Source: an optimization exercise on an open RTL-to-GDS flow (aim: small area, a short achievable clock period and few clock cycles per item). Production flows keep margins and buffers that such runs may drop. Only simulation tests tie the RTL to the original design; equivalence was not proved.

==> flow/design.v <==
module acc_correlator (
    input  wire        clk,
    input  wire        rst,              
    input  wire        cfg_valid,
    output wire        cfg_ready,
    input  wire [2:0]  cfg_op,
    input  wire [63:0] cfg_code,         
    input  wire [7:0]  cfg_len,
    input  wire [31:0] cfg_value,
    input  wire        cfg_detect_inv,
    input  wire        in_valid,
    output wire        in_ready,
    input  wire        in_bit,
    output wire        out_valid,
    output wire [2:0]  out_data,
    output wire        idle,
    output wire        configured,
    output wire        invert,
    output wire [5:0]  status,
    output wire        irq,
    output wire [15:0] bit_count,
    output wire [15:0] ambig_count,
    output wire [15:0] last_ambig_bit
);
    localparam [2:0] OP_RESET          = 3'd0;
    localparam [2:0] OP_CONFIG         = 3'd1;
    localparam [2:0] OP_SET_CODE       = 3'd2;
    localparam [2:0] OP_SET_THRESHOLD  = 3'd3;
    localparam [2:0] OP_SET_DETECT_INV = 3'd4;
    localparam [2:0] OP_CLEAR_STATUS   = 3'd5;
    localparam [2:0] OP_SET_IRQ_EN     = 3'd6;
    reg [63:0] data_reg;
    reg [63:0] flag_reg;
    reg [63:0] invert_reg;
    reg [63:0] code;             
    reg [6:0]  len;              
    reg [6:0]  thr;              
    reg        detect_inv;
    reg        invert_q;
    reg        configured_q;
    reg        full_q;           
    reg [15:0] bit_count_q;
    reg [15:0] ambig_count_q;
    reg [15:0] last_ambig_bit_q;
    reg        st_illegal, st_invalid, st_ambig;
    reg        ie_illegal, ie_invalid, ie_ambig;
    reg        irq_q;
    reg [7:0]  k2;               
    reg        step_d;           
    reg        amb_d;
    reg        in_rdy_q, cfg_rdy_q;
    reg        step_q;           
    reg        bit_q;
    reg        out_valid_q;
    reg [2:0]  out_data_q;
    reg        idle_q;
    localparam NG = 7;
    reg [3:0]  ca_s, cb_s;
    reg [4:1]  ca_c, cb_c;
    reg [3:0]  g6;
    wire bit_acc = in_valid & in_rdy_q;
    wire cmd_acc = cfg_valid & cfg_rdy_q;
    reg [7:0]  hi_gt;            
    reg [7:0]  hi_eq;            
    reg [6:0]  lo_gt;            
    reg [63:0] mask;
    integer j;
    always @(*) begin
        for (j = 0; j < 8; j = j + 1)
            hi_eq[j] = (len[6:3] == j[3:0]);
        for (j = 0; j < 8; j = j + 1)
            hi_gt[j] = (len[6] != 1'b0) | ((len[5:3] > j[2:0]) & (j < 7));
        for (j = 0; j < 7; j = j + 1)
            lo_gt[j] = (len[2:0] > j[2:0]);
        for (j = 0; j < 64; j = j + 1)
            mask[j] = hi_gt[(63 - j) >> 3] |
                      (hi_eq[(63 - j) >> 3] & (((63 - j) & 7) == 7 ? 1'b0 : lo_gt[(63 - j) & 7]));
    end
    function [3:0] pop9(input [8:0] x);
        reg s0, c0, s1, c1, s2, c2, b0, k0, t1, k1, b1, k2;
        begin
            s0 = x[0] ^ x[1] ^ x[2]; c0 = (x[0] & x[1]) | (x[2] & (x[0] ^ x[1]));
            s1 = x[3] ^ x[4] ^ x[5]; c1 = (x[3] & x[4]) | (x[5] & (x[3] ^ x[4]));
            s2 = x[6] ^ x[7] ^ x[8]; c2 = (x[6] & x[7]) | (x[8] & (x[6] ^ x[7]));
            b0 = s0 ^ s1 ^ s2;       k0 = (s0 & s1) | (s2 & (s0 ^ s1));
            t1 = c0 ^ c1 ^ c2;       k1 = (c0 & c1) | (c2 & (c0 ^ c1));
            b1 = t1 ^ k0;            k2 = t1 & k0;
            pop9 = {k1 & k2, k1 ^ k2, b1, b0};
        end
    endfunction
    function [15:0] csa(input [7:0] a, input [7:0] b, input [7:0] c);
        reg [7:0] sm, cy;
        begin
            sm = a ^ b ^ c;
            cy = (a & b) | (c & (a ^ b));
            csa = {sm, cy[6:0], 1'b0};
        end
    endfunction
    function top7(input [7:0] a, input [7:0] b, input cin);
        reg [6:0] g, p;
        reg [6:0] g1, p1, g2, p2, g3;
        integer i;
        begin
            g = a[6:0] & b[6:0];
            p = a[6:0] ^ b[6:0];
            g[0] = g[0] | (p[0] & cin);
            for (i = 0; i < 7; i = i + 1) begin
                g1[i] = (i >= 1) ? g[i] | (p[i] & g[i-1]) : g[i];
                p1[i] = (i >= 1) ? p[i] & p[i-1] : p[i];
            end
            for (i = 0; i < 7; i = i + 1) begin
                g2[i] = (i >= 2) ? g1[i] | (p1[i] & g1[i-2]) : g1[i];
                p2[i] = (i >= 2) ? p1[i] & p1[i-2] : p1[i];
            end
            for (i = 0; i < 7; i = i + 1)
                g3[i] = (i >= 4) ? g2[i] | (p2[i] & g2[i-4]) : g2[i];
            top7 = a[7] ^ b[7] ^ g3[6];
        end
    endfunction
    wire       e0 = (data_reg[0] ^ code[0]) & mask[0];
    wire [15:0] l1s = csa({4'd0, ca_s}, {3'd0, ca_c, 1'b0}, {4'd0, cb_s});
    wire [15:0] l1n = csa({3'd0, cb_c, 1'b0}, {4'd0, g6}, {1'b0, ~thr});
    wire [15:0] l1i = csa({3'd0, cb_c, 1'b0}, {4'd0, g6}, k2);
    wire [15:0] l2n = csa(l1s[15:8], l1s[7:0], l1n[15:8]);
    wire [15:0] l2i = csa(l1s[15:8], l1s[7:0], l1i[15:8]);
    wire [15:0] rn  = csa(l2n[15:8], l2n[7:0], l1n[7:0]);
    wire [15:0] ri  = csa(l2i[15:8], l2i[7:0], l1i[7:0]);
    wire       m_n = ~top7(rn[15:8], rn[7:0], e0);                
    wire       m_i = top7(ri[15:8], ri[7:0], e0);                 
    function [4:0] outcome(input mn, input mi, input p, input det, input b);
        reg mt, mv, nx;
        begin
            mt = p ? mi : mn;
            mv = det & (p ? mn : mi);
            nx = p ? ~(mt & ~mv) : (mv & ~mt);
            outcome = {b ^ nx, nx, mt | mv, mv, mt & mv};
        end
    endfunction
    wire [4:0] oc00 = outcome(1'b0, 1'b0, invert_q, detect_inv, bit_q);
    wire [4:0] oc01 = outcome(1'b0, 1'b1, invert_q, detect_inv, bit_q);
    wire [4:0] oc10 = outcome(1'b1, 1'b0, invert_q, detect_inv, bit_q);
    wire [4:0] oc11 = outcome(1'b1, 1'b1, invert_q, detect_inv, bit_q);
    wire [4:0] oc = m_n ? (m_i ? oc11 : oc10) : (m_i ? oc01 : oc00);
    wire new_bit     = oc[4];
    wire invert_next = oc[3];
    wire flag_next   = oc[2];
    wire match_inv   = oc[1];
    wire ambiguous   = oc[0];
    wire [63:0] data_shift = step_q ? {data_reg[62:0], new_bit} : data_reg;
    wire [63:0] leaf = (data_shift ^ code) & mask;
    reg  [3:0]  gsum [0:NG-1];
    integer g;
    always @(*)
        for (g = 0; g < NG; g = g + 1)
            gsum[g] = pop9(leaf[9 * g + 1 +: 9]);
    wire [15:0] sa = csa({4'd0, gsum[0]}, {4'd0, gsum[1]}, {4'd0, gsum[2]});
    wire [15:0] sb = csa({4'd0, gsum[3]}, {4'd0, gsum[4]}, {4'd0, gsum[5]});
    wire len_ok    = (cfg_len <= 8'd64);
    wire c_reset   = cmd_acc & (cfg_op == OP_RESET);
    wire c_config  = cmd_acc & (cfg_op == OP_CONFIG) & len_ok;
    wire c_code    = cmd_acc & ((cfg_op == OP_CONFIG) | (cfg_op == OP_SET_CODE)) & len_ok;
    wire c_badlen  = cmd_acc & ((cfg_op == OP_CONFIG) | (cfg_op == OP_SET_CODE)) & ~len_ok;
    wire c_thr     = cmd_acc & ((cfg_op == OP_SET_THRESHOLD) | ((cfg_op == OP_CONFIG) & len_ok));
    wire c_det     = cmd_acc & ((cfg_op == OP_SET_DETECT_INV) | ((cfg_op == OP_CONFIG) & len_ok));
    wire c_clear   = cmd_acc & (cfg_op == OP_CLEAR_STATUS);
    wire c_irqen   = cmd_acc & (cfg_op == OP_SET_IRQ_EN);
    wire c_illegal = cmd_acc & (cfg_op == 3'd7);
    wire kill      = rst | c_reset;
    wire [6:0] thr_new = (|cfg_value[31:6]) ? 7'd64 : {1'b0, cfg_value[5:0]};
    wire configured_next = kill ? 1'b0 : (c_config ? 1'b1 : configured_q);
    wire in_rdy_next     = configured_next & ~(cfg_valid & ~cmd_acc);
    wire cfg_rdy_next    = ~in_rdy_next & ~bit_acc;
    wire full_now = full_q | bit_count_q[6] | (step_d & (&bit_count_q[5:0]));
    wire s_ill_n = ~kill & ((st_illegal & ~(c_clear & cfg_value[0])) | c_illegal);
    wire s_inv_n = ~kill & ((st_invalid & ~(c_clear & cfg_value[1])) | c_badlen);
    wire s_amb_n = ~kill & ((st_ambig | amb_d) & ~(c_clear & cfg_value[5]));
    wire ie_ill_n = ~kill & (c_irqen ? cfg_value[0] : ie_illegal);
    wire ie_inv_n = ~kill & (c_irqen ? cfg_value[1] : ie_invalid);
    wire ie_amb_n = ~kill & (c_irqen ? cfg_value[5] : ie_ambig);
    always @(posedge clk) begin
        in_rdy_q     <= ~rst & in_rdy_next;
        cfg_rdy_q    <= rst | cfg_rdy_next;
        step_q       <= ~rst & bit_acc;
        bit_q        <= in_bit;
        out_valid_q  <= ~rst & step_q;
        out_data_q   <= {invert_reg[63], flag_reg[63], data_reg[63]} & {3{full_now}};
        idle_q       <= ~bit_acc & ~step_q;
        configured_q <= configured_next;
        st_illegal <= s_ill_n;
        st_invalid <= s_inv_n;
        st_ambig   <= s_amb_n;
        ie_illegal <= ie_ill_n;
        ie_invalid <= ie_inv_n;
        ie_ambig   <= ie_amb_n;
        irq_q      <= (s_ill_n & ie_ill_n) | (s_inv_n & ie_inv_n) | (s_amb_n & ie_amb_n);
        ca_s <= sa[11:8];
        ca_c <= sa[4:1];
        cb_s <= sb[11:8];
        cb_c <= sb[4:1];
        g6   <= gsum[6];
        if (c_config)
            data_reg[63:1] <= 63'd0;
        else
            data_reg[63:1] <= data_shift[63:1];
        if (c_config)
            data_reg[0] <= 1'b0;
        else if (step_q)
            data_reg[0] <= new_bit;
        if (step_q) begin
            flag_reg   <= {flag_reg[62:0],   flag_next};
            invert_reg <= {invert_reg[62:0], match_inv};
        end
        if (kill | c_config)
            invert_q <= 1'b0;
        else if (step_q)
            invert_q <= invert_next;
        step_d <= ~rst & step_q;
        amb_d  <= ~rst & step_q & ambiguous;
        if (kill | c_config) begin
            bit_count_q      <= 16'd0;
            ambig_count_q    <= 16'd0;
            last_ambig_bit_q <= 16'd0;
        end else if (step_d) begin
            bit_count_q <= bit_count_q + 16'd1;
            if (amb_d) begin
                ambig_count_q    <= ambig_count_q + 16'd1;
                last_ambig_bit_q <= bit_count_q;
            end
        end
        k2 <= (thr >= len) ? 8'd128 : 8'd128 - {1'b0, len} + {1'b0, thr};
        if (c_config)
            full_q <= 1'b0;
        else
            full_q <= full_now;
        if (c_code) begin
            code <= cfg_code;
            len  <= cfg_len[6:0];
        end
        if (c_thr)
            thr <= thr_new;
        if (c_det)
            detect_inv <= cfg_detect_inv;
    end
    assign cfg_ready      = cfg_rdy_q;
    assign in_ready       = in_rdy_q;
    assign out_valid      = out_valid_q;
    assign out_data       = out_data_q;
    assign idle           = idle_q;
    assign configured     = configured_q;
    assign invert         = invert_q;
    assign status         = {st_ambig, 3'b000, st_invalid, st_illegal};
    assign irq            = irq_q;
    assign bit_count      = bit_count_q;
    assign ambig_count    = ambig_count_q;
    assign last_ambig_bit = last_ambig_bit_q;
endmodule
export LEC_CHECK = 0
export CAP_MARGIN = 20
export CORE_MARGIN = 2
export CORE_UTILIZATION = 60
export PLACE_DENSITY = 0.7
export SLEW_MARGIN = 20
create_clock -name core_clock -period 10.0 [get_ports {clk}]
standard.sh (not shown) runs the stock make flow with config.mk's settings and CLKGATE_MAP_FILE= SYNTH_SCRIPT=/design/flow/synth_recipe.tcl, a recipe that flattens the netlist after the stock synthesis.
==> flow/flow/run.sh <==
#!/bin/bash
# The standard layout (standard.sh: standard synthesis, floorplan, power
# grid, placement, CTS, routing), with three layout choices:
#  - each port still gets its own buffer, a plain buf_1 instead of the default
#    delay buffer;
#  - clock tree synthesis without dummy loads;
set -euo pipefail
MARGIN=${MARGIN:-6.8}
bash standard.sh \
  "BUFFER_PORTS_ARGS=-buffer_cell sky130_fd_sc_hd__buf_1" \
  "CTS_ARGS=-sink_clustering_enable -repair_clock_nets -dont_use_dummy_load -sink_clustering_size 16 -sink_clustering_max_diameter 60 -buf_list {sky130_fd_sc_hd__clkbuf_8 sky130_fd_sc_hd__clkbuf_16}" \
  "SETUP_SLACK_MARGIN=$MARGIN" "TNS_END_PERCENT=100" \
  finish > flow_standard.log 2>&1
Testbench counts at the start, summed over its fixed seeds: cycles 32,024, items 32,000.
Edit:
--- a/flow/design.v
+++ b/flow/design.v
@@ -56,7 +56,5 @@
     reg        idle_q;
     localparam NG = 7;
-    reg [3:0]  ca_s, cb_s;
-    reg [4:1]  ca_c, cb_c;
-    reg [3:0]  g6;
+    reg [3:0]  grp [0:NG-1];
     wire bit_acc = in_valid & in_rdy_q;
     wire cmd_acc = cfg_valid & cfg_rdy_q;
@@ -119,11 +117,13 @@
     endfunction
     wire       e0 = (data_reg[0] ^ code[0]) & mask[0];
-    wire [15:0] l1s = csa({4'd0, ca_s}, {3'd0, ca_c, 1'b0}, {4'd0, cb_s});
-    wire [15:0] l1n = csa({3'd0, cb_c, 1'b0}, {4'd0, g6}, {1'b0, ~thr});
-    wire [15:0] l1i = csa({3'd0, cb_c, 1'b0}, {4'd0, g6}, k2);
-    wire [15:0] l2n = csa(l1s[15:8], l1s[7:0], l1n[15:8]);
-    wire [15:0] l2i = csa(l1s[15:8], l1s[7:0], l1i[15:8]);
-    wire [15:0] rn  = csa(l2n[15:8], l2n[7:0], l1n[7:0]);
-    wire [15:0] ri  = csa(l2i[15:8], l2i[7:0], l1i[7:0]);
+    wire [15:0] l1a = csa({4'd0, grp[0]}, {4'd0, grp[1]}, {4'd0, grp[2]});
+    wire [15:0] l1b = csa({4'd0, grp[3]}, {4'd0, grp[4]}, {4'd0, grp[5]});
+    wire [15:0] l2a = csa(l1a[15:8], l1a[7:0], l1b[15:8]);
+    wire [15:0] l2n = csa(l1b[7:0], {4'd0, grp[6]}, {1'b0, ~thr});
+    wire [15:0] l2i = csa(l1b[7:0], {4'd0, grp[6]}, k2);
+    wire [15:0] l3n = csa(l2a[15:8], l2a[7:0], l2n[15:8]);
+    wire [15:0] l3i = csa(l2a[15:8], l2a[7:0], l2i[15:8]);
+    wire [15:0] rn  = csa(l3n[15:8], l3n[7:0], l2n[7:0]);
+    wire [15:0] ri  = csa(l3i[15:8], l3i[7:0], l2i[7:0]);
     wire       m_n = ~top7(rn[15:8], rn[7:0], e0);                
     wire       m_i = top7(ri[15:8], ri[7:0], e0);                 
@@ -154,6 +154,4 @@
         for (g = 0; g < NG; g = g + 1)
             gsum[g] = pop9(leaf[9 * g + 1 +: 9]);
-    wire [15:0] sa = csa({4'd0, gsum[0]}, {4'd0, gsum[1]}, {4'd0, gsum[2]});
-    wire [15:0] sb = csa({4'd0, gsum[3]}, {4'd0, gsum[4]}, {4'd0, gsum[5]});
     wire len_ok    = (cfg_len <= 8'd64);
     wire c_reset   = cmd_acc & (cfg_op == OP_RESET);
@@ -194,9 +192,6 @@
         ie_ambig   <= ie_amb_n;
         irq_q      <= (s_ill_n & ie_ill_n) | (s_inv_n & ie_inv_n) | (s_amb_n & ie_amb_n);
-        ca_s <= sa[11:8];
-        ca_c <= sa[4:1];
-        cb_s <= sb[11:8];
-        cb_c <= sb[4:1];
-        g6   <= gsum[6];
+        for (g = 0; g < NG; g = g + 1)
+            grp[g] <= gsum[g];
         if (c_config)
             data_reg[63:1] <= 63'd0;
Clock-buffer cell count does not change.
Setup slack got worse by 0.43 ns.
Global-route usage decreases by 1.6 points.
Non-clock buffer count decreases by 49.
Die area increases by about 1.3%.
Maximum frequency decreases by about 11%.
Synthesized cell count increases by 2.4%.
Testbench counts after the change, summed over its fixed seeds: cycles 32,024, items 32,000.

## static timing again, ports no longer ideal
The flow's constraints put no driver on any port. The routed layouts listed below were extracted and timed again, unchanged, in two steps.
Step 1 (the two cells are an assumption about what drives the block):
set clk [get_ports {clk}]
set_driving_cell -lib_cell sky130_fd_sc_hd__clkbuf_16 $clk
set_driving_cell -lib_cell sky130_fd_sc_hd__buf_2 [delete_from_list [all_inputs] $clk]
Step 2 also shifts input and output timing later by t, the mid clock arrival at the registers, as if the neighbouring blocks saw the same clock.
Slacks: ideal ports / drivers / drivers and shift; pairs: ideal ports / drivers.
| run | t, ns | setup WS [ns] | worst slew at a driven data input, ns |
|---|---|---|---|
| the first run | 0.597 | 6.453 / 6.453 / 6.166 | 0.05 |
| the second run | 0.588 | 6.026 / 6.026 / 6.026 | 0.08 |
After both steps setup and hold are still met in every run listed. The setup slack of the first run, which loses most, moves by 0.000 ns with the drivers and by -0.287 ns with both steps.
